What follows belongs to an exercise in optimizing a design on an open flow for small area; a production flow would make more cautious choices. RTL that was checked went through simulation tests only; none was proved equivalent to the original. For runs 2 and 3, only the layout was checked, not whether the RTL still works. Power figures rest on the tool's default switching activity, not on a simulated workload.

File: design/flow/design.v
module scsi_spc (
    input  wire        clk,
    input  wire        rst,           
    input  wire        host_cs,
    input  wire        host_we,       
    input  wire [3:0]  host_addr,     
    input  wire [7:0]  host_wdata,
    output reg  [7:0]  host_rdata,    
    output wire        irq,
    output wire        drq,
    input  wire [8:0]  scsi_ctl_i,
    input  wire [7:0]  scsi_dat_i,
    output wire [8:0]  scsi_ctl_o,
    output wire [7:0]  scsi_dat_o
);
    localparam [4:0] O_BSY = 5'h01, O_SEL = 5'h02, O_ACK = 5'h04, O_ATN = 5'h08,
                     O_RST = 5'h10;
    localparam D_1 = 1'b1;
    localparam [3:0] R_BDID = 4'd0,  R_SCTL = 4'd1,  R_SCMD = 4'd2,  R_INTS = 4'd4,
                     R_PSNS = 4'd5,  R_SSTS = 4'd6,  R_SERR = 4'd7,  R_PCTL = 4'd8,
                     R_MBC  = 4'd9,  R_DREG = 4'd10, R_TEMP = 4'd11, R_TCH  = 4'd12,
                     R_TCM  = 4'd13, R_TCL  = 4'd14;
    localparam [7:0] I_DISC = 8'h20, I_CC = 8'h10, I_SR = 8'h08, I_TO = 8'h04,
                     I_RC = 8'h01;
    localparam [4:0] S_IDLE            = 5'd0,
                     S_ARB_WAIT_FREE   = 5'd1,
                     S_ARB_PRE_BSY     = 5'd2,
                     S_ARB_ASSERT_BSY  = 5'd3,
                     S_ARB_SETTLE1     = 5'd4,
                     S_ARB_SETTLE2     = 5'd5,
                     S_ARB_WAIT        = 5'd6,
                     S_ARB_ASSERT_SEL  = 5'd7,
                     S_SEL_WAIT_FREE   = 5'd8,
                     S_SEL_PRE_ID      = 5'd9,
                     S_SEL_ASSERT_ID   = 5'd10,
                     S_SEL_ASSERT_SEL  = 5'd11,
                     S_SEL_PRE_WAIT    = 5'd12,
                     S_SEL_WAIT_BSY    = 5'd13,
                     S_SEL_SUCCESS     = 5'd14,
                     S_SEL_PRE_WAIT_A  = 5'd15,    
                     S_SEL_WAIT_BSY_A  = 5'd16,    
                     S_X_WAIT_REQ      = 5'd24,
                     S_X_SEND_DATA     = 5'd25,
                     S_X_RECV_DATA     = 5'd26,
                     S_X_SEND_ACK      = 5'd27,
                     S_X_WAIT_DEASSERT = 5'd28,
                     S_X_DEASSERT_ACK  = 5'd29,
                     S_X_WAIT_EMPTY    = 5'd30;
    reg [2:0]  bdid;
    reg [7:0]  sctl, scmd, temp, dreg;
    reg [5:0]  ints;           
    reg [7:0]  sdgc;
    reg [7:0]  pctl;           
    reg        serr_xo;
    reg [23:0] tc_inv;         
    wire [23:0] tc = ~tc_inv;
    reg [7:0]  fifo_mem [0:7];
    reg [2:0]  fifo_head;
    reg [3:0]  fifo_cnt;
    reg        dreg_lz;        
    reg [4:0]  state;
    reg        dly;            
    reg [4:0]  sig;            
    reg [2:0]  diag_sig;
    reg [7:0]  dat;            
    reg        connected, atn_q, xfer_dma, rst_seen;
    reg [2:0]  xfer_phase;
    reg [8:0]  sel_lo;
    reg [15:0] sel_hi;
    reg [2:0]  bf_cnt;
    wire       xfer_in = xfer_phase[0];
    wire [8:0] sig9 = {sig[4], sig[3], sig[2], 1'b0, sig[1], sig[0], 3'b000};
    wire [8:0] ctl  = sig9 | scsi_ctl_i;
    wire [7:0] data = dat | scsi_dat_i;
    wire       dm = sctl[5];
    wire [8:0] sense = dm ? {ctl[8], ctl[7], diag_sig[2] | sdgc[6], sdgc[7], ctl[4],
                             diag_sig[0] | sdgc[3], sdgc[2], sdgc[1], sdgc[0]}
                          : ctl;
    wire bus_free   = !ctl[3] && !ctl[4];
    wire bf_detect  = bus_free && bf_cnt[2];
    wire fam_xfer = state[4] && state[3];
    wire sel_armed = (state == S_SEL_PRE_WAIT_A) || (state == S_SEL_WAIT_BSY_A);
    wire eng_free = (state == S_IDLE);
    wire fam_sel  = !fam_xfer && !eng_free;
    wire run      = !dly;
    wire [7:0] own_id = 8'd1 << bdid;
    reg        hi_seen;
    integer    j;
    always @(*) begin
        hi_seen = 1'b0;
        for (j = 0; j < 7; j = j + 1)
            if (bdid == j[2:0]) hi_seen = |(data >> (j + 1));
    end
    reg [24:0] tc_z;           
    integer    k;
    always @(*) begin
        tc_z[0] = 1'b1;
        for (k = 1; k < 25; k = k + 1) tc_z[k] = tc_z[k-1] & !tc[k-1];
    end
    wire tc_zero = tc_z[24];
    wire tc_hi0  = (tc[23:1] == 23'd0);
    wire tc_le1  = tc_hi0;
    wire       lo_z8   = (sel_lo[7:0] == 8'd0);
    wire       lo_zero = lo_z8 && !sel_lo[8];
    wire [8:0] lo_next = {sel_lo[7:0], sel_lo[8] ^ sel_lo[4] ^ lo_z8};
    reg [16:0] hi_z;
    always @(*) begin
        hi_z[0] = 1'b1;
        for (k = 1; k < 17; k = k + 1) hi_z[k] = hi_z[k-1] & !sel_hi[k-1];
    end
    wire sc_zero = lo_zero && hi_z[16];
    wire       cnt_zero = (fifo_cnt == 4'd0);
    wire       cnt_full = fifo_cnt[3];
    wire [2:0] tail     = fifo_head + fifo_cnt[2:0];
    wire       h_rd_dreg = host_cs && !host_we && (host_addr == R_DREG);
    wire       h_wr_dreg = host_cs && host_we && (host_addr == R_DREG);
    wire [2:0] rd_ptr   = (dreg_lz && !(h_rd_dreg && !cnt_zero)) ? fifo_head - 3'd1 : fifo_head;
    wire [7:0] fifo_out = fifo_mem[rd_ptr];
    assign scsi_ctl_o = sig9;
    assign scsi_dat_o = dat;
    assign irq = sctl[0] && ((ints != 6'd0) || serr_xo);
    assign drq = xfer_dma && fam_xfer &&
                 (xfer_in ? !cnt_zero
                          : (!cnt_full && ((tc[23:4] != 20'd0) || tc[3] ||
                                           (fifo_cnt[2:0] < tc[2:0]))));
    wire host_wr = host_cs && host_we;
    always @(*) begin
        case (host_addr)
            R_BDID: host_rdata = own_id;
            R_SCTL: host_rdata = sctl;
            R_SCMD: host_rdata = scmd;
            R_INTS: host_rdata = {2'b00, ints[5:2], 1'b0, ints[0]};
            R_PSNS: host_rdata = {sense[5], sense[6], sense[7], sense[4],
                                  sense[3], sense[2], sense[1], sense[0]};
            R_SSTS: host_rdata = {connected, 1'b0, !eng_free, fam_xfer,
                                  ctl[8], tc_zero, cnt_full, cnt_zero};
            R_SERR: host_rdata = {2'b00, serr_xo, 5'b00000};
            R_PCTL: host_rdata = {pctl[7], 4'h0, pctl[2:0]};
            R_MBC:  host_rdata = {4'h0, tc[3:0]};
            R_DREG: host_rdata = (!cnt_zero || dreg_lz) ? fifo_out : dreg;
            R_TEMP: host_rdata = temp;
            R_TCH:  host_rdata = tc[23:16];
            R_TCM:  host_rdata = tc[15:8];
            R_TCL:  host_rdata = tc[7:0];
            default: host_rdata = 8'hFF;
        endcase
    end
    reg [2:0]  bdid_n;
    reg [7:0]  sctl_n, scmd_n, sdgc_n, pctl_n, temp_n, dreg_n;
    reg [5:0]  ints_n;
    reg        serr_n;
    reg [23:0] tc_n;
    reg [4:0]  state_n;
    reg        dly_n;
    reg [4:0]  own;            
    reg [4:0]  sig_n;
    reg [2:0]  diag_n;
    reg [7:0]  dat_n;
    reg        d_clr, d_id, d_tmp, d_fifo;    
    reg        conn_n, atn_n, lz_n;
    reg [8:0]  sello_n;
    reg [15:0] selhi_n;
    reg [2:0]  bf_n;
    reg [5:0]  int_set;
    reg        abort_all, rst_rise, flush;
    reg        e_pop, e_push, e_flush, h_push, h_pop, sel_ok, tc_dec;
    reg [3:0]  cnt1, cnt_n;
    reg [2:0]  head_n;
    always @(*) begin
        bdid_n   = bdid;   sctl_n = sctl;  scmd_n = scmd;  ints_n = ints;
        sdgc_n   = sdgc;   pctl_n = pctl;  temp_n = temp;  dreg_n = dreg;
        serr_n   = serr_xo;
        state_n  = state;
        dly_n    = dly;
        own      = dm ? {2'b00, diag_sig} : sig;
        sig_n    = sig;
        diag_n   = diag_sig;
        d_clr    = 1'b0;
        d_id     = 1'b0;
        d_tmp    = 1'b0;
        d_fifo   = 1'b0;
        conn_n   = connected;
        atn_n    = atn_q;
        int_set  = 6'h00;
        abort_all = 1'b0;
        flush    = 1'b0;
        e_pop    = 1'b0;
        e_push   = 1'b0;
        e_flush  = 1'b0;
        sel_ok   = 1'b0;
        tc_dec   = 1'b0;
        rst_rise = ctl[8] && !rst_seen;
        if (!bus_free)      bf_n = 3'd0;
        else if (bf_cnt[2]) bf_n = 3'd4;
        else                bf_n = {bf_cnt[1] & bf_cnt[0], bf_cnt[1] ^ bf_cnt[0], !bf_cnt[0]};
        if (connected && eng_free && bf_detect) begin
            conn_n = 1'b0;
            if (pctl[7]) int_set = int_set | I_DISC[5:0];
        end
        if (!run) begin
            dly_n = 1'b0;
        end else begin
            case (state)
                S_ARB_WAIT_FREE:
                    if (bf_detect) begin
                        state_n = S_ARB_PRE_BSY; dly_n = D_1;
                    end
                S_ARB_PRE_BSY:
                    state_n = S_ARB_ASSERT_BSY;
                S_ARB_ASSERT_BSY: begin
                    d_id  = 1'b1;
                    own   = own | O_BSY;
                    state_n = S_ARB_SETTLE1; dly_n = D_1;
                end
                S_ARB_SETTLE1: begin
                    state_n = S_ARB_SETTLE2; dly_n = D_1;
                end
                S_ARB_SETTLE2:
                    state_n = S_ARB_WAIT;
                S_ARB_WAIT:
                    if (hi_seen) begin
                        own   = own & ~O_BSY;
                        d_clr = 1'b1;
                        state_n = S_IDLE;
                    end else begin
                        state_n = S_ARB_ASSERT_SEL; dly_n = D_1;
                    end
                S_ARB_ASSERT_SEL: begin
                    own = own | O_SEL;
                    state_n = S_SEL_ASSERT_ID; dly_n = D_1;
                end
                S_SEL_WAIT_FREE:
                    if (bf_detect) begin
                        state_n = S_SEL_PRE_ID; dly_n = D_1;
                    end
                S_SEL_PRE_ID:
                    state_n = S_SEL_ASSERT_ID;
                S_SEL_ASSERT_ID: begin
                    d_id  = 1'b1;
                    d_tmp = 1'b1;
                    state_n = S_SEL_ASSERT_SEL; dly_n = D_1;
                end
                S_SEL_ASSERT_SEL: begin
                    own = (own & ~(O_SEL | O_ATN | O_BSY)) | O_SEL | (atn_q ? O_ATN : 5'h00);
                    state_n = (tc[23:8] != 16'd0) ? S_SEL_PRE_WAIT_A : S_SEL_PRE_WAIT;
                    dly_n = D_1;
                end
                S_SEL_PRE_WAIT:
                    state_n = S_SEL_WAIT_BSY;
                S_SEL_PRE_WAIT_A:
                    state_n = S_SEL_WAIT_BSY_A;
                S_SEL_WAIT_BSY, S_SEL_WAIT_BSY_A:
                    if (sense[3] && !sense[5] && (sense[2:0] == 3'd0)) begin
                        sel_ok  = 1'b1;
                        state_n = S_SEL_SUCCESS; dly_n = D_1;
                    end
                S_SEL_SUCCESS:
                    if ((own & ~(O_ATN | O_RST)) == O_SEL) begin
                        own   = own & ~O_SEL;
                        d_clr = 1'b1;
                        conn_n = 1'b1;
                        int_set = int_set | I_CC[5:0];
                        state_n = S_IDLE;
                    end
                S_X_WAIT_REQ:
                    if (!sense[3] || (sense[2:0] != xfer_phase)) begin
                        own   = own & ~O_ACK;
                        d_clr = 1'b1;
                        e_flush = !xfer_in;
                        if (!sense[3]) begin
                            int_set = int_set | I_DISC[5:0];
                            conn_n  = 1'b0;
                        end else begin
                            int_set = int_set | I_SR[5:0];
                        end
                        state_n = S_IDLE;
                    end else if (sense[5]) begin
                        state_n = xfer_in ? S_X_RECV_DATA : S_X_SEND_DATA;
                        dly_n   = D_1;
                    end
                S_X_SEND_DATA:
                    if (tc_zero) begin
                        d_tmp = 1'b1;
                        state_n = S_X_SEND_ACK; dly_n = D_1;
                    end else if (!cnt_zero) begin
                        d_fifo = 1'b1;
                        e_pop  = 1'b1;
                        state_n = S_X_SEND_ACK; dly_n = D_1;
                    end
                S_X_RECV_DATA:
                    if (tc_zero) begin
                        temp_n = data;
                        state_n = S_X_SEND_ACK; dly_n = D_1;
                    end else if (!cnt_full) begin
                        e_push = 1'b1;
                        state_n = S_X_SEND_ACK; dly_n = D_1;
                    end
                S_X_SEND_ACK: begin
                    if (xfer_phase == 3'd6 && tc_le1) begin
                        own   = (own & ~O_ATN) | O_ACK;
                        atn_n = 1'b0;
                    end else begin
                        own   = own | O_ACK;
                    end
                    state_n = S_X_WAIT_DEASSERT; dly_n = D_1;
                end
                S_X_WAIT_DEASSERT:
                    if (!sense[5]) begin
                        state_n = S_X_DEASSERT_ACK; dly_n = D_1;
                    end
                S_X_DEASSERT_ACK: begin
                    tc_dec = !tc_zero;
                    if (!xfer_in) d_clr = 1'b1;
                    own = own & ~O_ACK;
                    state_n = tc_le1 ? S_X_WAIT_EMPTY : S_X_WAIT_REQ;
                    dly_n   = D_1;
                end
                S_X_WAIT_EMPTY:
                    if (cnt_zero) begin
                        d_clr   = 1'b1;
                        int_set = int_set | I_CC[5:0];
                        state_n = S_IDLE;
                    end
                default: ;
            endcase
        end
        if (sel_armed && !sel_ok && sc_zero) begin
            own     = own & ~(O_BSY | O_SEL | O_ATN | O_ACK);
            d_clr   = 1'b1;
            int_set = int_set | I_TO[5:0];
            state_n = S_IDLE;
            dly_n   = 1'b0;
            atn_n   = 1'b0;
        end
        cnt1 = e_flush ? 4'd0 :
               e_pop   ? fifo_cnt - 4'd1 :
               e_push  ? fifo_cnt + 4'd1 : fifo_cnt;
        h_push = 1'b0;
        h_pop  = 1'b0;
        lz_n   = 1'b0;
        if (host_wr) begin
            case (host_addr)
                R_BDID: bdid_n = host_wdata[2:0];
                R_SCTL: begin
                    sctl_n = host_wdata;
                    if (host_wdata[7] && !eng_free) abort_all = 1'b1;
                end
                R_SCMD: begin
                    scmd_n = host_wdata;
                    own = (own & ~O_RST) | (host_wdata[4] ? O_RST : 5'h00);
                    if (!sctl[7]) begin
                        case (host_wdata[7:5])
                            3'd0:  
                                if (!fam_xfer) begin
                                    own   = own & ~(O_BSY | O_SEL | O_ATN | O_ACK);
                                    d_clr = 1'b1;
                                    atn_n = 1'b0;
                                    if (fam_sel) begin
                                        state_n = S_IDLE;
                                        dly_n   = 1'b0;
                                    end
                                end
                            3'd1:  
                                if (eng_free) begin
                                    serr_n  = 1'b0;
                                    state_n = sctl[4] ? S_ARB_WAIT_FREE : S_SEL_WAIT_FREE;
                                end
                            3'd2: begin  
                                atn_n = 1'b0;
                                own   = own & ~O_ATN;
                            end
                            3'd3: begin  
                                atn_n = 1'b1;
                                if (connected) own = own | O_ATN;
                            end
                            3'd4:  
                                if (eng_free) begin
                                    serr_n  = 1'b0;
                                    state_n = (tc_zero && !host_wdata[0]) ? S_X_WAIT_EMPTY
                                                                          : S_X_WAIT_REQ;
                                end
                            3'd6:  
                                if (eng_free) own = own & ~O_ACK;
                            3'd7:  
                                if (eng_free) own = own | O_ACK;
                            default: ;  
                        endcase
                    end
                end
                R_INTS: ints_n = ints & ~host_wdata[5:0];
                R_PSNS: sdgc_n = host_wdata;
                R_PCTL: pctl_n = host_wdata & 8'h87;
                R_TEMP: temp_n = host_wdata;
                default: ;
            endcase
        end
        if (h_wr_dreg) begin
            dreg_n = host_wdata;
            if (cnt1 == 4'd8) serr_n = 1'b1;
            else              h_push = 1'b1;
        end else if (h_rd_dreg && cnt1 != 4'd0) begin
            h_pop = 1'b1;
            if (e_pop || e_push) lz_n = 1'b1;    
            else dreg_n = fifo_out;
        end else if (dreg_lz) begin
            dreg_n = fifo_out;
        end
        cnt_n = cnt1 + (h_push ? 4'd1 : 4'd0) - (h_pop ? 4'd1 : 4'd0);
        if (rst_rise) begin
            int_set = int_set | I_RC[5:0];
            if (!eng_free || connected) begin
                own     = own & ~(O_BSY | O_SEL | O_ATN | O_ACK);
                d_clr   = 1'b1;
                flush   = 1'b1;
                state_n = S_IDLE;
                dly_n   = 1'b0;
                conn_n  = 1'b0;
                atn_n   = 1'b0;
            end
        end
        if (abort_all) ints_n = ints_n | (int_set & I_RC[5:0]);
        else           ints_n = ints_n | int_set;
        if (abort_all) begin
            own     = 5'h00;
            scmd_n  = scmd_n & ~8'h10;
            flush   = 1'b1;
            state_n = S_IDLE;
            dly_n   = 1'b0;
            conn_n  = 1'b0;
            atn_n   = 1'b0;
            serr_n  = 1'b0;
            d_clr   = 1'b1;
        end
        if (flush) cnt_n = 4'd0;
        head_n = e_flush ? tail : fifo_head + {2'b00, e_pop} + {2'b00, h_pop};
        if (d_clr)
            dat_n = 8'h00;
        else if (d_id || d_tmp || d_fifo)
            dat_n = ({8{d_id}} & own_id) | ({8{d_tmp}} & temp) | ({8{d_fifo}} & fifo_out);
        else
            dat_n = dat;
        if (abort_all) begin
            sig_n  = 5'h00;
            diag_n = 3'h0;
        end else if (dm) begin
            diag_n = own[2:0];
        end else begin
            sig_n  = own;
        end
        for (k = 0; k < 24; k = k + 1) tc_n[k] = tc[k] ^ (tc_dec & tc_z[k]);
        if (host_wr && host_addr == R_TCH) tc_n[23:16] = host_wdata;
        if (host_wr && host_addr == R_TCM) tc_n[15:8]  = host_wdata;
        if (host_wr && host_addr == R_TCL) tc_n[7:0]   = host_wdata;
        if (state == S_SEL_ASSERT_SEL && run) begin
            sello_n = 9'h1B5;              
            selhi_n = tc[23:8];
        end else begin
            sello_n = lo_next;
            for (k = 0; k < 16; k = k + 1) selhi_n[k] = sel_hi[k] ^ (lo_zero & hi_z[k]);
        end
    end
    wire [7:0] t_oh  = 8'd1 << tail;
    wire [7:0] h_oh  = e_push ? {t_oh[6:0], t_oh[7]} : t_oh;
    always @(posedge clk) begin
        if (rst) begin
            bdid      <= 3'd7;
            sctl      <= 8'h00;
            scmd      <= 8'h00;
            ints      <= 6'h00;
            sdgc      <= 8'h00;
            pctl      <= 8'h00;
            temp      <= 8'h00;
            dreg      <= 8'h00;
            serr_xo   <= 1'b0;
            tc_inv    <= 24'hFFFFFF;
            fifo_head <= 3'd0;
            fifo_cnt  <= 4'd0;
            dreg_lz   <= 1'b0;
            state     <= S_IDLE;
            dly       <= 1'b0;
            sig       <= 5'h00;
            diag_sig  <= 3'h0;
            dat       <= 8'h00;
            connected <= 1'b0;
            atn_q     <= 1'b0;
            rst_seen  <= 1'b0;
            bf_cnt    <= 3'd0;
        end else begin
            bdid      <= bdid_n;
            sctl      <= sctl_n;
            scmd      <= scmd_n;
            ints      <= ints_n & 6'h3D;
            sdgc      <= sdgc_n;
            pctl      <= pctl_n;
            temp      <= temp_n;
            dreg      <= dreg_n;
            serr_xo   <= serr_n;
            tc_inv    <= ~tc_n;
            fifo_head <= head_n;
            fifo_cnt  <= cnt_n;
            dreg_lz   <= lz_n;
            state     <= state_n;
            dly       <= dly_n;
            sig       <= sig_n;
            diag_sig  <= diag_n;
            dat       <= dat_n;
            connected <= conn_n;
            atn_q     <= atn_n;
            rst_seen  <= ctl[8];
            bf_cnt    <= bf_n;
        end
    end
    always @(posedge clk) begin
        if (eng_free) begin
            xfer_phase <= pctl[2:0];
            xfer_dma   <= !host_wdata[2];
        end
        sel_lo <= sello_n;
        sel_hi <= selhi_n;
    end
    integer i;
    always @(posedge clk) begin
        for (i = 0; i < 8; i = i + 1)
            if (e_push && t_oh[i])
                fifo_mem[i] <= data;
            else if (h_push && h_oh[i])
                fifo_mem[i] <= host_wdata;
    end
endmodule
File: design/flow/flow/run.sh
#!/bin/bash
# Layout flow: the standard ORFS flow (standard.sh), with
#  - an area-oriented ABC mapping script (flow/abc_area.script, used with ABC_AREA 1),
#  - the smallest buffer cell for the port buffers,
#  - clock tree synthesis without dummy loads, on small clock buffers.
# Registers and their names come from the standard synthesis unchanged: only the
# combinational mapping script differs.
set -euo pipefail
W=$PWD
rm -rf "$W/scripts_x"
cp -r "$FLOW_HOME/scripts" "$W/scripts_x"
cp "$W/flow/abc_area.script" "$W/scripts_x/abc_area.script"
export SCRIPTS_DIR="$W/scripts_x"
export BUFFER_PORTS_ARGS="-buffer_cell sky130_fd_sc_hd__buf_1"
export CTS_ARGS="-sink_clustering_enable -repair_clock_nets -dont_use_dummy_load -buf_list {sky130_fd_sc_hd__clkbuf_4} -sink_clustering_size 8 -sink_clustering_max_diameter 50"
bash standard.sh > "$W/orfs_flow.log" 2>&1
File: design/flow/flow/abc_area.script
strash
&get -n
&deepsyn -T 30
&put
dch
amap
strash
dch
amap
topo
stime -c
File: design/flow/standard.sh
#!/bin/bash
# synth_recipe.tcl (not shown) runs the flow's synth.tcl, then flattens the netlist and writes it again
# the make line also repeats each setting of config.mk as NAME=value (left out here)
make -C /OpenROAD-flow-scripts/flow DESIGN_CONFIG=/design/flow/config.mk WORK_HOME=/design/flow/orfs CLKGATE_MAP_FILE= SYNTH_SCRIPT=/design/flow/synth_recipe.tcl "${@:-finish}"
File: design/flow/config.mk
export PLATFORM = sky130hd
export DESIGN_NAME = scsi_spc
export DESIGN_NICKNAME = scsi_spc
export VERILOG_FILES = /design/flow/design.v
export SDC_FILE = /design/flow/constraint.sdc
export NUM_CORES = 4
export LEC_CHECK = 0
export ABC_AREA = 1
export CAP_MARGIN = 20
export CORE_MARGIN = 2
export CORE_UTILIZATION = 40
export PLACE_DENSITY = 0.6
export SLEW_MARGIN = 20
File: design/flow/constraint.sdc
create_clock -name core_clock -period 10.0 [get_ports {clk}]
set_input_delay 2.0000 -clock core_clock [delete_from_list [all_inputs] [get_ports {clk}]]
set_output_delay 2.0000 -clock core_clock [all_outputs]
set_load 0.01 [all_outputs]
==> flow_summary_export.csv, run 1 <==
group,metric,value,unit
clock_tree,numCtsBuffers,35,
yosys,synth_area_per_cell,8.51,um2
routing,drc,0,
floorplan,core,25200,um2
placed_design,dp_worst_setup_slack,1.81,ns
sta,fin_skew,0.0945,ns
clock_tree,htreeDepth,2,
floorplan,initial_core_util,40.8,%
worst_setup_path,crit_family,"compound AO/OA/AOI/OAI gates",
sta,fin_ws,1.60,ns
floorplan,fp.dieW,164,um
worst_setup_path,cpPeakStageDelay,0.81,ns
routing,initialDrtViolationCount,1410,
yosys,synth-seq-cells,204,
clock_tree,cts.clk_slew.worst_paths,0.07,ns
pwr,power.density,131,nW/um2
yosys,ys_warn_count,2,
sta,min_period_over_period,84.0,%
worst_setup_path,path_class,"input port to primary output",
placed_design,dp.final_hpwl,29.9,mm
worst_setup_path,crit_arrival,6.40,ns
yosys,synth.most_common_cell,"nor2_1",
sta,period_minus_slack,8.40,ns
pwr,fin_total_pwr,1.48,mW
sta,setup-tns-final,0,ns
grt,grt_max_degree,28,
yosys,ys_types,47,
flow_run,maxCapViolCount,0,
finish,final_nets,1365,
clock_tree,post-cts-setup-buffer-count,0,
worst_setup_path,path_cells,"buf_1, clkinv_1, nor2_1, clkinv_1, nor3_1, clkinv_1, nor2_1, nand2_1, o21ai_0, clkinv_1, nand2_1, o22ai_1, a222oi_1, nand2_1, a2111oi_0, o221ai_1, buf_1",
yosys,synth_edf_count,68,
placed_design,io_buffers,55,
worst_setup_path,crit_top_cell,"clkinv_1",
yosys,synthFlopType,"dfxtp_1",
routing,drt-pass1-iter-count,6,
floorplan,die_y,164,um
worst_setup_path,worstPathRequired,8.00,ns
worst_setup_path,worst-path-max-fanout,8,
grt,antenna_found_initial,1,
min_path,min_path_type,"register to register",
sta,setup_viol_count_final,0,
finish,area_growth,9.67,%
clock_tree,cts_buffer_depth,3,
yosys,netlist_area,10300,um2
clock_tree,clockRootBuffer,"clkbuf_4",
floorplan,num_rows,58,
clock_tree,postCtsHoldBufs,0,
yosys,yosys-top-cells-area,"dfxtp_1 (27%), edfxtp_1 (20%), o22ai_1 (8.9%)",
finish,drive_above_1_share,3.89,%
grt,grt_pass1_vias,9329,
clock_tree,clk_latency,0.67,ns
status,status,"no timing/DRC/antenna violations",
pwr,p_leak,3.67,nW
floorplan,num_io_pins,60,
worst_setup_path,critPathBufInv,6,
routing,wl_per_cell,24.3,um
yosys,async_flop_share,0,%
worst_setup_path,cpMaxStageDelayCell,"a2111oi_0",
routing,ant_nets,0,
yosys,syn_inst,1207,
grt,grt_overflow,0,
routing,vias,10491,
sta,hold_viol_final,0,
floorplan,die_area,27000,um2
sta,drv_slew,0,
sta,rsz0062_at_grt,"no",
pwr,ir_drop,0.0906,mV
yosys,seq_area_frac_synth,46.4,%
worst_setup_path,endpoint_kind,"primary output",
routing,wl,40.0,mm
clock_tree,cts_resized,0,
yosys,yosysTopAreaCell,"dfxtp_1",
grt,grt_pass1_wl,59.3,mm
grt,grt_use_total,29.7,%
worst_setup_path,start_kind,"input port",
placed_design,gp_congestion,0.981,
yosys,synth_commonest_cells,"nor2_1 (170), clkinv_1 (164), o22ai_1 (146)",
sta,slew-limit-headroom,22.4,%
sta,max_freq,0.119,GHz
routing,vias_per_cell,6.39,
sta,worst_pin_slew,1.15,ns
clock_tree,cts_tree,"built",
yosys,yosys.area.top_type_share,26.5,%
clock_tree,cts_sinks,204,
## layout by cell type (no fill, tap or decap), types with 5 or more instances in the layout
cell type,netlist,routed
a21oi_1,38,38
clkbuf_4,0,35
or2_0,15,15
nor3_1,38,38
buf_1,0,55
dfxtp_1,136,136
edfxtp_1,68,68
nand4_1,5,5
o21a_1,16,16
nor2b_1,7,7
a2111oi_0,6,6
nor2_1,170,170
clkinv_1,164,164
buf_4,4,14
nor4_1,16,15
o22ai_1,146,146
and2_0,5,5
a22oi_1,7,7
or3_1,17,17
ha_1,16,16
a211oi_1,6,6
o32ai_1,5,5
a222oi_1,13,13
a31oi_1,21,21
o221ai_1,21,21
o22a_1,44,44
and3_1,5,5
nand2_1,92,92
o21ai_0,60,60
or4_1,8,8
nand3_1,25,25
## kinds of logic after synthesis
logic type      after synthesis  share of synthesized area [%]
simple gates                413                           18.3
other cells                   1                         0.0365
compound gates              402                           26.5
flops                       204                           46.4
fa+ha+maj                    19                           2.53
buf+inv                     168                           6.29
## report_power, final
part | internal (mW) | total, mW | switching, mW
clock | 0.161 | 0.462 | 0.301
combinational | 0.0386 | 0.129 | 0.0908
sequential | 0.874 | 0.886 | 0.0116
total | 1.07 | 1.48 | 0.403
## area by class of cell
| class | count | area, um2 |
|---|---|---|
| Antenna cell | 2 | 5.00 |
| Clock buffer | 35 | 263 |
| Fill cell | 2551 | 13900 |
| Inverter | 164 | 616 |
| Multi-Input combinational cell | 838 | 4890 |
| Sequential cell | 204 | 4760 |
| Tap cell | 330 | 413 |
| Timing Repair Buffer | 70 | 317 |
## per-stage QoR
stage | util, % | cell area, um2 | hold slack, ns | cells
after global placement | 43.6 | 11000 | 0.415 | 1605
after detailed placement | 43.6 | 11000 | 0.420 | 1605
after floorplan | - | 10300 | 0.399 | 1210
after global routing | 44.7 | 11300 | 0.446 | 1643
final | 44.7 | 11300 | 0.431 | 1643
after CTS | 44.7 | 11200 | 0.433 | 1640
## registers in the layout, summed over array words and instances (netlist names), 4 cells and up
signal	flops
sig	5
state	5
pctl	4
scmd	8
fifo_cnt	4
sel_hi	16
sdgc	6
dreg	8
sctl	8
temp	8
sel_lo	9
ints	5
fifo_mem	64
dat	8
tc_inv	24
## path summary, 6_finish.rpt
path / start / end / slack, ns / cells after the start
max: host_addr[3] / host_rdata[0] / 1.60 / 17
min: sel_lo[2] / sel_lo[3] / 0.43 / 2
max reg2reg: tc_inv[10] / fifo_cnt[2] / 4.19 / 21
min reg2reg: sel_lo[2] / sel_lo[3] / 0.43 / 2
## per-layer routing
metal	part of all wire (%)	track usage (%)	wire, um
met4	2.8	9.29	1130
met1	43	43.1	17100
met3	12	7.12	4660
met5	0	0	0
met2	43	43.2	17000
## worst reg2reg max path, delay by kind of cell (launching register included)
| kind | cells | cell delay, ns |
|---|---|---|
| and+or+nand+nor | 9 | 2.23 |
| buffers and inverters | 6 | 1.05 |
| AOI/OAI and AO/OA | 3 | 1.00 |
| adders and majority gates | 3 | 0.88 |
| DFF | 1 | 0.51 |
==> run 2: changes to the inputs <==
--- a/design/flow/design.v
+++ b/design/flow/design.v
@@ -460,7 +460,11 @@
         end
     end
     wire [7:0] t_oh  = 8'd1 << tail;
-    wire [7:0] h_oh  = e_push ? {t_oh[6:0], t_oh[7]} : t_oh;
+    wire       we_a  = e_push || h_push;        
+    wire       we_b  = e_push && h_push;        
+    wire [7:0] f_we  = ({8{we_a}} & t_oh) | ({8{we_b}} & {t_oh[6:0], t_oh[7]});
+    wire [7:0] wd_even = (e_push && !tail[0]) ? data : host_wdata;
+    wire [7:0] wd_odd  = (e_push &&  tail[0]) ? data : host_wdata;
     always @(posedge clk) begin
         if (rst) begin
             bdid      <= 3'd7;
@@ -521,9 +525,7 @@
     integer i;
     always @(posedge clk) begin
         for (i = 0; i < 8; i = i + 1)
-            if (e_push && t_oh[i])
-                fifo_mem[i] <= data;
-            else if (h_push && h_oh[i])
-                fifo_mem[i] <= host_wdata;
+            if (f_we[i])
+                fifo_mem[i] <= i[0] ? wd_odd : wd_even;
     end
 endmodule
==> run 2 against run 1 <==
Compared with the run above: total power is 4.7% higher; sequential share of layout area is 1.3 points higher; combinational power is 41% higher; setup slack worse by 0.094 ns; register-to-register slack worse by 0.45 ns; largest cell class is now sequential cells.
==> flow_summary_export.csv, run 2 <==
group,metric,value,unit
status,status,"no timing/DRC/antenna violations",
clock_tree,htreeDepth,2,
floorplan,num_rows,57,
worst_setup_path,worst-path-max-fanout,8,
floorplan,die_y,162,um
routing,vias,9808,
grt,grt_max_degree,30,
clock_tree,cts_sinks,204,
worst_setup_path,endpoint_kind,"primary output",
sta,setup_viol_count_final,0,
yosys,yosys.area.top_type_share,27.2,%
routing,ant_nets,0,
worst_setup_path,cpMaxStageDelayCell,"o22ai_1",
sta,rsz0062_at_grt,"no",
yosys,syn_inst,1192,
finish,largest_reg_flops,64,
pwr,p_comb_share,11.7,%
routing,wl,36.6,mm
sta,max_freq,0.118,GHz
sta,drv_slew,0,
yosys,synth.most_common_cell,"nor2_1",
worst_setup_path,crit_arrival,6.49,ns
finish,final_nets,1342,
yosys,synth_commonest_cells,"nor2_1 (224), clkinv_1 (168), dfxtp_1 (136)",
worst_setup_path,reg2reg_depth,31,
sta,period_minus_slack,8.49,ns
grt,grt_pass1_wl,54.9,mm
finish,drive_above_1_share,3.49,%
sta,worst_pin_slew,1.17,ns
worst_setup_path,rrSetupSlack,3.74,ns
clock_tree,cts_tree,"built",
min_path,min_path_type,"register to register",
routing,drt-pass1-iter-count,8,
floorplan,core,24400,um2
worst_setup_path,start_kind,"input port",
finish,top_regs,"fifo_mem (64), tc_inv (24), sel_hi (16)",
min_path,hold_end,"bf_cnt[0]",
placed_design,io_buffers,55,
worst_setup_path,worstPathRequired,8.00,ns
min_path,holdPathStages,1,
worst_setup_path,cpPeakStageDelay,0.68,ns
finish,area_growth,9.27,%
floorplan,fp.dieW,162,um
grt,grt_pass1_vias,9035,
yosys,ys_types,50,
sta,setup-tns-final,0,ns
worst_setup_path,path_class,"input port to primary output",
pwr,fin_total_pwr,1.55,mW
clock_tree,cts_resized,0,
yosys,yosys-top-cells-area,"dfxtp_1 (27%), edfxtp_1 (20%), nor2_1 (8.4%)",
min_path,min-delay-start,"bf_cnt[0]",
routing,initialDrtViolationCount,1032,
finish,final_cell_mix,"nor2_1 (223), clkinv_1 (168), dfxtp_1 (136)",
finish,regMostFlops,"fifo_mem",
clock_tree,post-cts-setup-buffer-count,0,
routing,drc,0,
yosys,netlist_area,9990,um2
finish,final_common_cell,"nor2_1",
worst_setup_path,crit_top_cell,"nand2_1",
sta,min_period_over_period,84.9,%
yosys,synthFlopType,"dfxtp_1",
floorplan,num_io_pins,60,
worst_setup_path,reg2reg_from,"sel_lo[4]",
placed_design,placed_cell_area,10600,um2
clock_tree,numCtsBuffers,34,
grt,grt_use_total,27.5,%
yosys,ys_warn_count,2,
yosys,synth_area_per_cell,8.38,um2
clock_tree,postCtsHoldBufs,0,
clock_tree,cts_buffer_depth,3,
yosys,async_flop_share,0,%
pwr,p_leak,3.65,nW
placed_design,gp_congestion,0.990,
floorplan,die_area,26300,um2
worst_setup_path,path_cells,"buf_1, clkinv_1, nor2_1, nand3_1, nor2_1, nand2_1, o21ai_0, nand2_1, o22ai_1, nor2b_1, clkinv_1, nand2_1, a221o_1, o32ai_1, o221ai_1, or3_1, buf_1",
placed_design,dp.final_hpwl,28.2,mm
sta,fin_skew,0.0669,ns
clock_tree,clk_latency,0.64,ns
finish,stdcell_area,10900,um2
finish,nFillCells,2487,
pwr,internal_power,1.10,mW
grt,antenna_found_initial,1,
floorplan,initial_core_util,41.0,%
routing,wl_per_cell,22.7,um
grt,grt_overflow,0,
pwr,power.switching,0.448,mW
pwr,clkPwrFrac,28.8,%
yosys,synth-seq-cells,204,
clock_tree,cts.clk_slew.worst_paths,0.09,ns
worst_setup_path,rr_endpoint,"dat[5]",
yosys,seq_area_frac_synth,47.7,%
flow_run,maxCapViolCount,0,
pwr,swShare,28.9,%
routing,vias_per_cell,6.08,
clock_tree,clockRootBuffer,"clkbuf_4",
yosys,yosysTopAreaCell,"dfxtp_1",
pwr,ir_drop,0.0873,mV
sta,hold_viol_final,0,
yosys,synth_edf_count,68,
pwr,p_seq_share,59.5,%
sta,slew-limit-headroom,21.8,%
pwr,power.density,142,nW/um2
## run 2: logic make-up after synthesis
kind of cell / share of synthesized area, %
AND/OR/NAND/NOR: 19.8
AO/OA/AOI/OAI: 23.2
flip-flops: 47.7
buffers and inverters: 6.61
adder cells (fa/ha/maj): 2.60
other: 0.0375
## run 2: worst max-delay path, delay by kind of cell
family | cells | cell delay, ns
and+or+nand+nor | 8 | 1.81
AOI/OAI and AO/OA | 5 | 2.00
buffers and inverters | 4 | 0.66
## run 2: how the worst max path moves through the flow
stage / start / to / slack (ns) / cells past startpoint
floorplan: host_addr[3] / host_rdata[5] / 3.21 / 15
global placement: host_addr[3] / host_rdata[5] / 1.82 / 17
detailed placement: host_addr[3] / host_rdata[5] / 1.62 / 17
CTS: host_addr[3] / host_rdata[5] / 1.59 / 17
global route: host_addr[3] / host_rdata[5] / 1.23 / 17
finish: host_addr[3] / host_rdata[5] / 1.51 / 17
## run 2: metal layers
metal / global-route usage, % / wire length [um] / vias to the layer above
met3: 4.80 / 3240 / 87
met2: 43.3 / 16400 / 515
li1: - / - / 4558
met5: 0 / 0 / -
met4: 9.61 / 1190 / 0
met1: 38.2 / 15800 / 4648
## run 2: final cells by class
class	count	area [um2]	area share, %
diodes	1	2.50	0.0229
clock buffers	34	255	2.34
inverters	168	631	5.78
multi-input cells	819	4590	42.1
flip-flops and latches	204	4760	43.6
well taps	324	405	3.71
repair buffers	63	267	2.44
## run 2: stage by stage
step	util (%)	cells	hold WS, ns	setup WS [ns]
after global placement	43.7	1578	0.407	1.82
after global routing	44.8	1613	0.450	1.23
final	44.8	1613	0.428	1.51
after floorplan	-	1195	0.397	3.21
after CTS	44.7	1612	0.430	1.59
after detailed placement	43.7	1578	0.417	1.62
## run 2: power by group through the flow
stage	Clock [mW]	Combinational (mW)	Sequential (mW)
2_1_floorplan	0	0.112	0.927
3_3_place_gp	0	0.178	0.939
3_5_place_dp	0	0.176	0.938
4_1_cts	0.452	0.177	0.919
5_1_grt	0.490	0.196	0.924
6_report	0.445	0.182	0.921
==> run 3: changes to the inputs <==
--- a/design/flow/config.mk
+++ b/design/flow/config.mk
@@ -8,6 +8,6 @@
 export ABC_AREA = 1
 export CAP_MARGIN = 20
 export CORE_MARGIN = 2
-export CORE_UTILIZATION = 40
-export PLACE_DENSITY = 0.6
+export CORE_UTILIZATION = 60
+export PLACE_DENSITY = 0.75
 export SLEW_MARGIN = 20
==> run 3 against run 2 <==
Compared with the run above: synthesized cell count unchanged; final cell count shrank 6.7%; synthesized area is the same; routed wire length is 3.5% lower; via count rose by 3.4%; worst hold slack better by 0.016 ns; first-iteration DRC count increased by 37%; fmax down 0.59%; combinational power about the same; critical endpoint unchanged; largest power group unchanged.
==> flow_summary_export.csv, run 3 <==
group,metric,value,unit
yosys,yosys.area.top_type_share,27.2,%
yosys,synth.most_common_cell,"nor2_1",
floorplan,core,16400,um2
worst_setup_path,cpPeakStageDelay,0.65,ns
clock_tree,postCtsHoldBufs,0,
yosys,ys_warn_count,2,
clock_tree,cts.clk_slew.worst_paths,0.08,ns
routing,vias_per_cell,6.74,
yosys,synth-seq-cells,204,
yosys,syn_inst,1192,
flow_run,maxCapViolCount,0,
sta,min_period_over_period,85.4,%
yosys,async_flop_share,0,%
finish,top_regs,"fifo_mem (64), tc_inv (24), sel_hi (16)",
yosys,synthMuxAreaShare,0,%
yosys,synthSimpleGateAreaFrac,19.8,%
placed_design,io_buffers,55,
worst_setup_path,cpMaxStageDelayCell,"o22ai_1",
routing,drt-pass1-iter-count,9,
yosys,ys_types,50,
clock_tree,cts_sinks,204,
worst_setup_path,reg2reg_from,"sel_lo[4]",
clock_tree,htreeDepth,1,
routing,initialDrtViolationCount,1415,
worst_setup_path,worstPathRequired,8.00,ns
finish,final_common_cell,"nor2_1",
worst_setup_path,worst-path-max-fanout,8,
clock_tree,numCtsBuffers,31,
yosys,synth_top_family_by_area,"compound AO/OA/AOI/OAI gates",
yosys,synth_commonest_cells,"nor2_1 (224), clkinv_1 (168), dfxtp_1 (136)",
sta,max_freq,0.117,GHz
worst_setup_path,rr_endpoint,"dat[2]",
worst_setup_path,start_kind,"input port",
yosys,yosysTopAreaCell,"dfxtp_1",
clock_tree,cts_tree,"built",
worst_setup_path,crit_end,"host_rdata[5]",
yosys,netlist_area,9990,um2
routing,drc,0,
grt,grt_max_degree,30,
yosys,seq_area_frac_synth,47.7,%
pwr,fin_total_pwr,1.53,mW
clock_tree,clockRootBuffer,"clkbuf_4",
sta,hold_viol_final,0,
pwr,p_leak,3.63,nW
floorplan,num_rows,47,
clock_tree,post-cts-setup-buffer-count,0,
routing,wl_per_cell,23.5,um
finish,final_cells,1505,
grt,grt_pass1_vias,9505,
finish,largest_reg_flops,64,
routing,vias,10143,
sta,period_minus_slack,8.54,ns
worst_setup_path,crit_arrival,6.54,ns
yosys,synth_area_per_cell,8.38,um2
worst_setup_path,path_cells,"buf_1, clkinv_1, nor2_1, nand3_1, nor2_1, nand2_1, o21ai_0, nand2_1, o22ai_1, nor2b_1, clkinv_1, nand2_1, a221o_1, o32ai_1, o221ai_1, or3_1, buf_1",
worst_setup_path,crit_top_cell,"nand2_1",
routing,ant_nets,0,
sta,drv_slew,0,
floorplan,die_y,133,um
clock_tree,clk_latency,0.72,ns
sta,setup-tns-final,0,ns
placed_design,gp_congestion,1.04,
grt,antenna_found_initial,1,
pwr,power.density,142,nW/um2
yosys,yosys-top-cells-area,"dfxtp_1 (27%), edfxtp_1 (20%), nor2_1 (8.4%)",
worst_setup_path,rrSetupSlack,3.68,ns
placed_design,dp.final_hpwl,26.9,mm
sta,worst_pin_slew,1.22,ns
yosys,synth-compound-area-share,23.2,%
worst_setup_path,path_class,"input port to primary output",
floorplan,initial_core_util,60.9,%
floorplan,die_area,17700,um2
routing,wl,35.3,mm
grt,grt_pass1_wl,53.6,mm
sta,setup_viol_count_final,0,
yosys,synth_edf_count,68,
worst_setup_path,endpoint_kind,"primary output",
grt,grt_use_total,39.5,%
floorplan,fp.dieW,133,um
finish,final_nets,1338,
clock_tree,cts_resized,0,
yosys,synth_fa_ha_area_share,2.60,%
grt,grt_overflow,0,
clock_tree,cts_buffer_depth,3,
worst_setup_path,reg2reg_depth,31,
sta,slew-limit-headroom,18.5,%
sta,fin_skew,0.0804,ns
worst_setup_path,cp-startpoint,"host_addr[3]",
sta,rsz0062_at_grt,"no",
yosys,synthFlopType,"dfxtp_1",
pwr,ir_drop,0.107,mV
finish,drive_above_1_share,3.19,%
placed_design,placed_cells_incl_taps,1473,
yosys,synth_xor_xnor_area_share,0,%
finish,area_growth,7.66,%
floorplan,num_io_pins,60,
finish,final_cell_mix,"nor2_1 (223), clkinv_1 (168), dfxtp_1 (136)",
status,status,"no timing/DRC/antenna violations",
finish,regMostFlops,"fifo_mem",
min_path,min_path_type,"register to register",
## run 3: cell counts after synthesis
Identical to the previous run, type by type.
## run 3: cells by family after synthesis
logic type	Yosys count
AND/OR/NAND/NOR	451
AO/OA/AOI/OAI	345
flip-flops	204
buffers and inverters	172
adder cells (fa/ha/maj)	19
other	1
## run 3: worst min-delay path by stage
stage               startpoint        end  cells after the start
floorplan            bf_cnt[0]  bf_cnt[0]                      1
global placement     bf_cnt[0]  bf_cnt[0]                      1
detailed placement   bf_cnt[0]  bf_cnt[0]                      1
CTS                  bf_cnt[0]  bf_cnt[0]                      1
global route         bf_cnt[0]  bf_cnt[0]                      1
finish               bf_cnt[0]  bf_cnt[0]                      1
## run 3: final cells by class
class	instances	area, um2
fill	1419	5650
sequential	204	4760
multi-input combinational	819	4590
inverter	168	631
tap	220	275
timing repair buffer	62	259
clock buffer	31	233
antenna	1	2.50
## run 3: power by group
part	switching, mW	internal, mW
Clock	0.281	0.141
Sequential	0.0299	0.890
Combinational	0.131	0.0524
## run 3: through the flow
stage | hold slack [ns] | instance area (um2) | utilization (%) | setup WS, ns
after floorplan | 0.397 | 10000 | - | 3.21
after global placement | 0.408 | 10500 | 64.1 | 1.90
after detailed placement | 0.435 | 10500 | 64.1 | 1.68
after CTS | 0.447 | 10800 | 65.6 | 1.66
after global routing | 0.452 | 10800 | 65.6 | 1.30
final | 0.444 | 10800 | 65.6 | 1.46
## run 3: layer usage
metal  global-route usage [%]  vias to the layer above  routed length, um
li1                         -                     4546                  -
met1                     52.4                     4650              13500
met2                     61.7                      764              15400
met3                     7.89                      183               4290
met4                     20.1                        0               2200
met5                        0                        -                  0
## run 3: critical path, delay by kind of cell
family	cells	cell delay, ns
buf+inv	4	0.64
simple gates	8	1.76
compound gates	5	2.14
==> run 4: changes to the inputs <==
--- a/design/flow/design.v
+++ b/design/flow/design.v
@@ -460,9 +460,8 @@
         end
     end
     wire [7:0] t_oh  = 8'd1 << tail;
-    wire       we_a  = e_push || h_push;        
-    wire       we_b  = e_push && h_push;        
-    wire [7:0] f_we  = ({8{we_a}} & t_oh) | ({8{we_b}} & {t_oh[6:0], t_oh[7]});
+    wire [7:0] h_oh  = e_push ? {t_oh[6:0], t_oh[7]} : t_oh;
+    wire [7:0] f_we  = ({8{e_push}} & t_oh) | ({8{h_push}} & h_oh);
     wire [7:0] wd_even = (e_push && !tail[0]) ? data : host_wdata;
     wire [7:0] wd_odd  = (e_push &&  tail[0]) ? data : host_wdata;
     always @(posedge clk) begin
--- a/design/flow/config.mk
+++ b/design/flow/config.mk
@@ -8,6 +8,6 @@
 export ABC_AREA = 1
 export CAP_MARGIN = 20
 export CORE_MARGIN = 2
-export CORE_UTILIZATION = 60
-export PLACE_DENSITY = 0.75
+export CORE_UTILIZATION = 40
+export PLACE_DENSITY = 0.6
 export SLEW_MARGIN = 20
==> run 4 against run 3 <==
Compared with the run above: worst hold slack got worse by 0.018 ns; critical path type unchanged; sequential share of layout area decreased by 0.58 points; routed wire length increased by 0.23%; synthesized area decreased by 0.24%; highest routed layer unchanged; first-iteration DRC count decreased by 28%; critical endpoint is now host_rdata[1]; still clean.
==> flow_summary_export.csv, run 4 <==
group,metric,value,unit
status,status,"no timing/DRC/antenna violations",
pwr,p_seq_share,55.9,%
grt,grt_use_total,27.2,%
pwr,ir_drop,0.0671,mV
floorplan,num_io_pins,60,
pwr,clkPwrFrac,26.1,%
pwr,p_leak,3.64,nW
yosys,ys_types,49,
floorplan,die_y,162,um
yosys,synth_edf_count,68,
finish,drive_above_1_share,3.52,%
clock_tree,cts_buffer_depth,3,
routing,ant_nets,0,
finish,final_cell_mix,"nor2_1 (216), clkinv_1 (149), dfxtp_1 (136)",
sta,fin_skew,0.0766,ns
finish,final_common_cell,"nor2_1",
worst_setup_path,reg2reg_depth,17,
yosys,yosysTopAreaCell,"dfxtp_1",
clock_tree,cts_resized,0,
grt,grt_pass1_vias,9065,
routing,vias,9686,
yosys,yosys.area.top_type_share,27.3,%
sta,period_minus_slack,8.60,ns
finish,nFillCells,2509,
clock_tree,cts.clk_slew.worst_paths,0.08,ns
sta,drv_slew,0,
yosys,synth_area_per_cell,8.43,um2
clock_tree,clk_latency,0.65,ns
sta,slew-limit-headroom,31.5,%
floorplan,num_rows,57,
floorplan,initial_core_util,40.9,%
placed_design,gp_congestion,0.978,
sta,setup-tns-final,0,ns
yosys,netlist_area,9970,um2
floorplan,die_area,26200,um2
placed_design,placed_cells_incl_taps,1570,
flow_run,maxCapViolCount,0,
sta,max_freq,0.116,GHz
yosys,yosys-top-cells-area,"dfxtp_1 (27%), edfxtp_1 (20%), nor2_1 (8.1%)",
clock_tree,numCtsBuffers,34,
worst_setup_path,path_class,"input port to primary output",
finish,largest_reg_flops,64,
clock_tree,cts_sinks,204,
clock_tree,htreeDepth,2,
finish,final_nets,1334,
pwr,power.switching,0.531,mW
worst_setup_path,worst-path-max-fanout,8,
min_path,min_path_type,"register to register",
clock_tree,postCtsHoldBufs,0,
sta,min_period_over_period,86.0,%
grt,grt_max_degree,26,
sta,worst_pin_slew,1.02,ns
clock_tree,post-cts-setup-buffer-count,0,
yosys,synthFlopType,"dfxtp_1",
pwr,swShare,31.5,%
routing,initialDrtViolationCount,1018,
clock_tree,cts_tree,"built",
pwr,internal_power,1.15,mW
yosys,synth-seq-cells,204,
clock_tree,clockRootBuffer,"clkbuf_4",
finish,top_regs,"fifo_mem (64), tc_inv (24), sel_hi (16)",
routing,wl,35.4,mm
worst_setup_path,crit_arrival,6.60,ns
worst_setup_path,start_kind,"input port",
placed_design,io_buffers,55,
yosys,seq_area_frac_synth,47.8,%
pwr,power.density,154,nW/um2
min_path,holdPathStages,1,
yosys,async_flop_share,0,%
floorplan,core,24400,um2
finish,area_growth,9.36,%
sta,rsz0062_at_grt,"no",
yosys,synth.most_common_cell,"nor2_1",
routing,vias_per_cell,6.03,
finish,final_cells,1605,
grt,antenna_found_initial,1,
placed_design,dp.final_hpwl,27.4,mm
yosys,ys_warn_count,2,
routing,drt-pass1-iter-count,14,
worst_setup_path,worstPathRequired,8.00,ns
sta,hold_viol_final,0,
sta,setup_viol_count_final,0,
worst_setup_path,endpoint_kind,"primary output",
pwr,p_comb_share,17.9,%
yosys,synth_commonest_cells,"nor2_1 (216), clkinv_1 (149), dfxtp_1 (136)",
routing,wl_per_cell,22.1,um
finish,regMostFlops,"fifo_mem",
routing,drc,0,
pwr,fin_total_pwr,1.68,mW
grt,grt_pass1_wl,54.3,mm
floorplan,fp.dieW,162,um
grt,grt_overflow,0,
yosys,syn_inst,1182,
==> run 4: through the flow <==
step                      hold WS [ns]  worst slack [ns]  utilization (%)  cell area [um2]
after global routing             0.458             0.985             44.7            10900
after CTS                        0.426              1.47             44.7            10900
after global placement           0.416              1.69             43.6            10600
final                            0.426              1.40             44.7            10900
after detailed placement         0.415              1.49             43.6            10600
after floorplan                  0.399              3.10                -             9980
==> run 4: critical path: stages <==
cell and delay [ns]:
buf_1 0.17, clkinv_1 0.19, nor2_1 0.14, clkinv_1 0.16, nor3_1 0.47, clkinv_1 0.23
nor2_1 0.13, nand2_1 0.09, o21ai_0 0.40, nand2_1 0.19, o22ai_1 0.64, clkinv_1 0.44
o21ai_0 0.27, o2111ai_1 0.15, o21ai_0 0.20, nor2_1 0.08, nor4_1 0.28, a21bo_1 0.25
buf_1 0.12
==> run 4: path summary, 6_finish.rpt <==
path              slack (ns)        endpoint    startpoint
setup / recovery        1.40   host_rdata[1]  host_addr[3]
hold / removal          0.43       bf_cnt[0]     bf_cnt[0]
setup reg to reg        3.10  fifo_mem[2][7]    tc_inv[11]
hold reg to reg         0.43       bf_cnt[0]     bf_cnt[0]
==> run 4: power by group through the flow <==
stage	Combinational (mW)	Sequential, mW	Clock [mW]
detailed placement	0.296	0.957	0
global route	0.336	0.946	0.484
floorplan	0.197	0.944	0
global placement	0.295	0.960	0
finish	0.302	0.941	0.440
CTS	0.298	0.939	0.448
==> run 4: logic make-up after synthesis <==
group	share of synthesized area (%)
buf+inv	5.91
fa+ha+maj	2.61
flops	47.8
simple gates	20.1
other cells	0.0376
compound gates	23.5
==> run 4: cell type report <==
class / instances / area, um2 / share of cell area (%)
Clock buffer: 34 / 255 / 2.34
Inverter: 149 / 559 / 5.13
Antenna cell: 1 / 2.50 / 0.0230
Multi-Input combinational cell: 828 / 4630 / 42.5
Tap cell: 324 / 405 / 3.72
Sequential cell: 204 / 4760 / 43.7
Timing Repair Buffer: 65 / 282 / 2.58
==> run 4: metal layers <==
metal  vias to the layer above  track usage (%)  part of all wire, %
met2                       535             40.6                   43
met5                         -                0                    0
li1                       4534                -                    -
met1                      4527             39.2                   44
met3                        90             4.47                  8.8
met4                         0             11.0                  4.3
==> run 5: changes to the inputs <==
--- a/design/flow/flow/run.sh
+++ b/design/flow/flow/run.sh
@@ -12,5 +12,5 @@
 cp "$W/flow/abc_area.script" "$W/scripts_x/abc_area.script"
 export SCRIPTS_DIR="$W/scripts_x"
 export BUFFER_PORTS_ARGS="-buffer_cell sky130_fd_sc_hd__buf_1"
-export CTS_ARGS="-sink_clustering_enable -repair_clock_nets -dont_use_dummy_load -buf_list {sky130_fd_sc_hd__clkbuf_4} -sink_clustering_size 8 -sink_clustering_max_diameter 50"
+export CTS_ARGS="-sink_clustering_enable -repair_clock_nets -dont_use_dummy_load -buf_list {sky130_fd_sc_hd__clkbuf_4} -sink_clustering_size 10 -sink_clustering_max_diameter 40"
 bash standard.sh > "$W/orfs_flow.log" 2>&1
--- a/design/flow/config.mk
+++ b/design/flow/config.mk
@@ -8,6 +8,6 @@
 export ABC_AREA = 1
 export CAP_MARGIN = 20
 export CORE_MARGIN = 2
-export CORE_UTILIZATION = 40
-export PLACE_DENSITY = 0.6
+export CORE_UTILIZATION = 60
+export PLACE_DENSITY = 0.75
 export SLEW_MARGIN = 20
==> run 5 against run 4 <==
Compared with the run above: total power down 1.3%; count of clock-buffer cells in the layout decreased by 3; combinational power grew 2%; sequential share of layout area increased by 0.65 points; routed wire length fell by 3.7%; die area down 33%; fmax up 1.7%; first-iteration DRC count is 34% higher; via count grew 2.6%; critical endpoint is now host_rdata[7]; largest power group unchanged.
==> flow_summary_export.csv, run 5 <==
group,metric,value,unit
status,status,"no timing/DRC/antenna violations",
pwr,fin_total_pwr,1.66,mW
clock_tree,postCtsHoldBufs,0,
worst_setup_path,worst-path-max-fanout,8,
grt,grt_pass1_vias,9105,
sta,hold_viol_final,0,
finish,regMostFlops,"fifo_mem",
placed_design,dp.final_hpwl,26.1,mm
finish,final_nets,1330,
sta,setup_viol_count_final,0,
worst_setup_path,reg2reg_from,"tc_inv[11]",
yosys,yosys.area.top_type_share,27.3,%
sta,min_period_over_period,84.6,%
clock_tree,htreeDepth,1,
yosys,synth_commonest_cells,"nor2_1 (216), clkinv_1 (149), dfxtp_1 (136)",
min_path,hold_end,"bf_cnt[0]",
pwr,swShare,31.6,%
clock_tree,numCtsBuffers,31,
sta,setup-tns-final,0,ns
yosys,synth_area_per_cell,8.43,um2
finish,drive_above_1_share,3.21,%
yosys,synth_xor_xnor_area_share,0,%
grt,grt_use_total,38.3,%
pwr,p_comb_share,18.5,%
clock_tree,cts_resized,0,
worst_setup_path,worstPathRequired,8.00,ns
min_path,holdPathStages,1,
yosys,ys_warn_count,2,
finish,area_growth,7.76,%
floorplan,num_rows,47,
yosys,async_flop_share,0,%
finish,final_cell_mix,"nor2_1 (216), clkinv_1 (149), dfxtp_1 (136)",
worst_setup_path,rrSetupSlack,3.42,ns
clock_tree,cts.clk_slew.worst_paths,0.10,ns
finish,top_regs,"fifo_mem (64), tc_inv (24), sel_hi (16)",
yosys,yosys-top-cells-area,"dfxtp_1 (27%), edfxtp_1 (20%), nor2_1 (8.1%)",
yosys,yosysTopAreaCell,"dfxtp_1",
pwr,ir_drop,0.123,mV
sta,rsz0062_at_grt,"no",
grt,grt_max_degree,26,
clock_tree,post-cts-setup-buffer-count,0,
worst_setup_path,endpoint_kind,"primary output",
clock_tree,cts_tree,"built",
flow_run,maxCapViolCount,0,
finish,final_common_cell,"nor2_1",
floorplan,die_area,17700,um2
yosys,synth_edf_count,68,
sta,period_minus_slack,8.46,ns
routing,vias_per_cell,6.64,
grt,antenna_found_initial,1,
clock_tree,clockRootBuffer,"clkbuf_4",
yosys,ys_types,49,
finish,nFillCells,1452,
routing,initialDrtViolationCount,1363,
routing,vias,9941,
yosys,synthMuxAreaShare,0,%
yosys,synth_top_family_by_area,"compound AO/OA/AOI/OAI gates",
finish,seq_area,4760,um2
routing,drc,0,
placed_design,gp_congestion,1.05,
clock_tree,cts_sinks,204,
floorplan,core,16400,um2
yosys,syn_inst,1182,
grt,grt_pass1_wl,51.9,mm
worst_setup_path,crit_arrival,6.46,ns
worst_setup_path,path_cells,"buf_1, clkinv_1, nor2_1, clkinv_1, nor3_1, clkinv_1, nor2_1, nand2_1, o21ai_0, nand2_1, o22ai_1, clkinv_1, a32oi_1, nand3_1, clkinv_1, o221ai_1, nor4_1, o211ai_1, buf_1",
sta,fin_skew,0.0706,ns
floorplan,fp.dieW,133,um
yosys,synthSimpleGateAreaFrac,20.1,%
yosys,synth-seq-cells,204,
yosys,seq_area_frac_synth,47.8,%
pwr,power.density,155,nW/um2
clock_tree,cts_buffer_depth,3,
sta,drv_slew,0,
pwr,p_leak,3.62,nW
routing,ant_nets,0,
pwr,internal_power,1.14,mW
pwr,clkPwrFrac,24.6,%
sta,max_freq,0.118,GHz
worst_setup_path,crit_top_cell,"clkinv_1",
worst_setup_path,path_class,"input port to primary output",
sta,slew-limit-headroom,30.3,%
yosys,synth.most_common_cell,"nor2_1",
routing,wl,34.1,mm
pwr,p_seq_share,56.9,%
floorplan,num_io_pins,60,
sta,worst_pin_slew,1.04,ns
grt,grt_overflow,0,
yosys,netlist_area,9970,um2
yosys,synth_fa_ha_area_share,2.61,%
yosys,synth-compound-area-share,23.5,%
floorplan,die_y,133,um
min_path,min-delay-start,"bf_cnt[0]",
clock_tree,clk_latency,0.72,ns
floorplan,initial_core_util,60.8,%
worst_setup_path,reg2reg_depth,17,
routing,drt-pass1-iter-count,8,
finish,largest_reg_flops,64,
finish,multi_input_area,4630,um2
routing,wl_per_cell,22.8,um
worst_setup_path,start_kind,"input port",
worst_setup_path,cpPeakStageDelay,0.59,ns
worst_setup_path,cpMaxStageDelayCell,"o22ai_1",
min_path,min_path_type,"register to register",
placed_design,io_buffers,55,
worst_setup_path,rr_endpoint,"fifo_mem[2][4]",
pwr,power.switching,0.525,mW
yosys,synthFlopType,"dfxtp_1",
==> run 5: cell types whose count changed in the layout (fill, tap and decap cells not counted) <==
cell      change
o21ai_0       +1
buf_4         -1
clkbuf_4      -3
o21ai_1       -1
==> run 5: cells by family (layout without fill, tap and decap cells) <==
kind of cell,after synthesis,in the layout
compound gates,353,353
other cells,1,5
flops,204,204
buf+inv,153,244
simple gates,452,452
fa+ha+maj,19,19
==> run 5: area by class of cell <==
cell class	count	share of cell area [%]
Sequential cell	204	44.4
Tap cell	220	2.56
Timing Repair Buffer	64	2.55
Antenna cell	1	0.0233
Clock buffer	31	2.17
Inverter	149	5.21
Multi-Input combinational cell	828	43.1
==> run 5: worst max path at each step <==
stage | start | cells past startpoint | slack (ns) | endpoint
after detailed placement | host_addr[3] | 19 | 1.69 | host_rdata[7]
after global routing | host_addr[3] | 21 | 1.22 | host_rdata[7]
after CTS | host_addr[3] | 19 | 1.66 | host_rdata[7]
final | host_addr[3] | 19 | 1.54 | host_rdata[7]
after global placement | host_addr[3] | 19 | 1.87 | host_rdata[7]
after floorplan | host_addr[3] | 19 | 3.10 | host_rdata[1]
==> run 5: power by group through the flow <==
stage	Combinational [mW]	Clock, mW	Sequential [mW]
2_1_floorplan	0.197	0	0.944
3_3_place_gp	0.293	0	0.961
3_5_place_dp	0.296	0	0.960
4_1_cts	0.299	0.411	0.943
5_1_grt	0.333	0.442	0.948
6_report	0.308	0.408	0.946
==> run 5: stage by stage <==
step           std cells  setup slack, ns  util, %  cell area, um2  hold WS, ns
6_report            1497             1.54     65.5           10700        0.434
3_5_place_dp        1465             1.69     64.0           10500        0.429
5_1_grt             1497             1.22     65.5           10700        0.465
2_1_floorplan       1185             3.10        -            9980        0.399
4_1_cts             1496             1.66     65.5           10700        0.443
3_3_place_gp        1465             1.87     64.0           10500        0.412
==> run 5: layer usage <==
layer,wire [um],track usage (%),share of wire [%],up-vias
met3,4140,8.16,12,154
met5,0,0,0,-
met2,14900,60.4,44,705
met1,13100,50.4,38,4547
met4,1990,18.8,5.8,0
li1,-,-,-,4535
==> run 5: worst max-delay path: cells and delay by family <==
family | cells | cell delay, ns
buffers and inverters | 7 | 1.38
AO/OA/AOI/OAI | 5 | 1.61
AND/OR/NAND/NOR | 7 | 1.46
==> run 6: changes to the inputs <==
--- a/design/flow/flow/run.sh
+++ b/design/flow/flow/run.sh
@@ -12,5 +12,5 @@
 cp "$W/flow/abc_area.script" "$W/scripts_x/abc_area.script"
 export SCRIPTS_DIR="$W/scripts_x"
 export BUFFER_PORTS_ARGS="-buffer_cell sky130_fd_sc_hd__buf_1"
-export CTS_ARGS="-sink_clustering_enable -repair_clock_nets -dont_use_dummy_load -buf_list {sky130_fd_sc_hd__clkbuf_4} -sink_clustering_size 10 -sink_clustering_max_diameter 40"
+export CTS_ARGS="-sink_clustering_enable -repair_clock_nets -dont_use_dummy_load -buf_list {sky130_fd_sc_hd__clkbuf_4} -sink_clustering_size 9 -sink_clustering_max_diameter 50"
 bash standard.sh > "$W/orfs_flow.log" 2>&1
==> run 6 against run 5 <==
Compared with the run above: non-clock buffer count stayed put; setup slack worse by 0.097 ns; die area unchanged; clock skew is 0.019 ns lower; count of clock-buffer cells in the layout unchanged; highest routed layer unchanged; sequential share of layout area is the same; core utilization stayed put; first-iteration DRC count is 2.1% higher; global-route usage is essentially flat; fmax fell by 1.1%; still clean on timing, DRC and antenna.
==> flow_summary_export.csv, run 6 <==
group,metric,value,unit
status,status,"no timing/DRC/antenna violations",
sta,setup-tns-final,0,ns
sta,slew-limit-headroom,33.3,%
clock_tree,cts_sinks,204,
clock_tree,cts_buffer_depth,3,
yosys,synth-seq-cells,204,
clock_tree,cts.clk_slew.worst_paths,0.09,ns
yosys,netlist_area,9970,um2
yosys,seq_area_frac_synth,47.8,%
sta,period_minus_slack,8.56,ns
grt,grt_use_total,38.3,%
finish,final_cells,1497,
sta,setup_viol_count_final,0,
yosys,syn_inst,1182,
floorplan,num_io_pins,60,
yosys,yosysTopAreaCell,"dfxtp_1",
sta,drv_slew,0,
flow_run,maxCapViolCount,0,
routing,vias,9976,
clock_tree,clk_latency,0.70,ns
min_path,min_path_type,"register to register",
yosys,synth.most_common_cell,"nor2_1",
floorplan,num_rows,47,
placed_design,placed_cells_incl_taps,1465,
routing,drt-pass1-iter-count,9,
grt,grt_max_degree,26,
placed_design,gp_congestion,1.05,
floorplan,fp.dieW,133,um
clock_tree,htreeDepth,1,
routing,drc,0,
yosys,synth_area_per_cell,8.43,um2
min_path,min-delay-start,"bf_cnt[0]",
floorplan,initial_core_util,60.8,%
clock_tree,postCtsHoldBufs,0,
sta,hold_viol_final,0,
clock_tree,clockRootBuffer,"clkbuf_4",
worst_setup_path,reg2reg_from,"tc_inv[11]",
floorplan,die_area,17700,um2
grt,antenna_found_initial,1,
finish,drive_above_1_share,3.21,%
grt,grt_pass1_vias,9124,
pwr,fin_total_pwr,1.66,mW
yosys,synthFlopType,"dfxtp_1",
routing,vias_per_cell,6.66,
routing,wl,34.2,mm
clock_tree,numCtsBuffers,31,
clock_tree,post-cts-setup-buffer-count,0,
finish,final_common_cell,"nor2_1",
finish,top_regs,"fifo_mem (64), tc_inv (24), sel_hi (16)",
worst_setup_path,endpoint_kind,"primary output",
sta,max_freq,0.117,GHz
routing,wl_per_cell,22.8,um
sta,rsz0062_at_grt,"no",
finish,final_core_util,65.5,%
worst_setup_path,crit_arrival,6.56,ns
pwr,p_leak,3.62,nW
worst_setup_path,worst-path-max-fanout,8,
sta,worst_pin_slew,0.994,ns
finish,regMostFlops,"fifo_mem",
clock_tree,cts_tree,"built",
yosys,yosys.area.top_type_share,27.3,%
yosys,async_flop_share,0,%
sta,min_period_over_period,85.6,%
yosys,ys_types,49,
floorplan,core,16400,um2
yosys,yosys-top-cells-area,"dfxtp_1 (27%), edfxtp_1 (20%), nor2_1 (8.1%)",
worst_setup_path,path_class,"input port to primary output",
routing,ant_nets,0,
placed_design,dp.final_hpwl,26.1,mm
pwr,power.density,155,nW/um2
finish,final_nets,1330,
yosys,synth_commonest_cells,"nor2_1 (216), clkinv_1 (149), dfxtp_1 (136)",
routing,initialDrtViolationCount,1391,
pwr,ir_drop,0.123,mV
worst_setup_path,worstPathRequired,8.00,ns
grt,grt_overflow,0,
worst_setup_path,start_kind,"input port",
finish,largest_reg_flops,64,
grt,grt_pass1_wl,51.8,mm
sta,fin_skew,0.0520,ns
finish,area_growth,7.76,%
placed_design,io_buffers,55,
clock_tree,cts_resized,0,
finish,final_cell_mix,"nor2_1 (216), clkinv_1 (149), dfxtp_1 (136)",
floorplan,die_y,133,um
worst_setup_path,cp-startpoint,"host_addr[3]",
yosys,synth_edf_count,68,
yosys,ys_warn_count,2,
## run 6: cell counts after synthesis
No cell type changed its count.
## run 6: cell families (layout without fill, tap and decap cells)
family                     Yosys count  count (layout)  synth area share, %
and+or+nand+nor                    452             452                 20.1
AOI/OAI and AO/OA                  353             353                 23.5
DFF                                204             204                 47.8
buffers and inverters              153             244                 5.91
adders and majority gates           19              19                 2.61
other                                1               5               0.0376
## run 6: worst max-delay path: stages
cell,delay [ns]
buf_1,0.21
clkinv_1,0.22
nor2_1,0.14
clkinv_1,0.15
nor3_1,0.30
clkinv_1,0.17
nor2_1,0.11
nand2_1,0.13
o21ai_0,0.46
nand2_1,0.19
o22ai_1,0.59
clkinv_1,0.39
a32oi_1,0.28
nand3_1,0.23
clkinv_1,0.13
o221ai_1,0.11
nor4_1,0.41
o211ai_1,0.17
buf_1,0.17
## run 6: layout make-up
cell class	count	area (um2)
inverters	149	559
repair buffers	64	274
diodes	1	2.50
fillers	1451	5670
multi-input cells	828	4630
clock buffers	31	233
flip-flops and latches	204	4760
well taps	220	275
## run 6: metal layers
layer  vias up  global-route usage (%)  share of wire, %
li1       4526                       -                 -
met1      4576                    51.1                39
met2       721                    59.9                44
met3       153                    7.82                12
met4         0                    18.5               5.8
met5         -                       0                 0
## run 6: path summary, 6_finish.rpt
path,endpoint,slack (ns),cells after the start
setup / recovery,host_rdata[7],1.44,19
hold / removal,bf_cnt[0],0.43,1
setup reg to reg,fifo_mem[2][4],3.48,17
hold reg to reg,bf_cnt[0],0.43,1
## run 6: power by group
group	leakage [nW]	total, mW	switching (mW)	internal (mW)
combinational	1.75	0.308	0.215	0.0931
sequential	1.73	0.946	0.0424	0.903
clock	0.143	0.408	0.268	0.140
total	3.62	1.66	0.525	1.14
## run 6: per-stage QoR
stage | setup WS, ns | hold slack, ns | area (um2)
floorplan | 3.10 | 0.399 | 9980
global placement | 1.87 | 0.412 | 10500
detailed placement | 1.69 | 0.429 | 10500
CTS | 1.66 | 0.442 | 10700
global route | 1.21 | 0.463 | 10700
finish | 1.44 | 0.434 | 10700

Check on run 6: ideal ports give 1.442 ns setup slack; a clkbuf_16 on the clock port and buf_2 on the inputs give 1.409 ns; moving port delays by the midpoint clock arrival (0.716 ns) as well gives 1.409 ns.
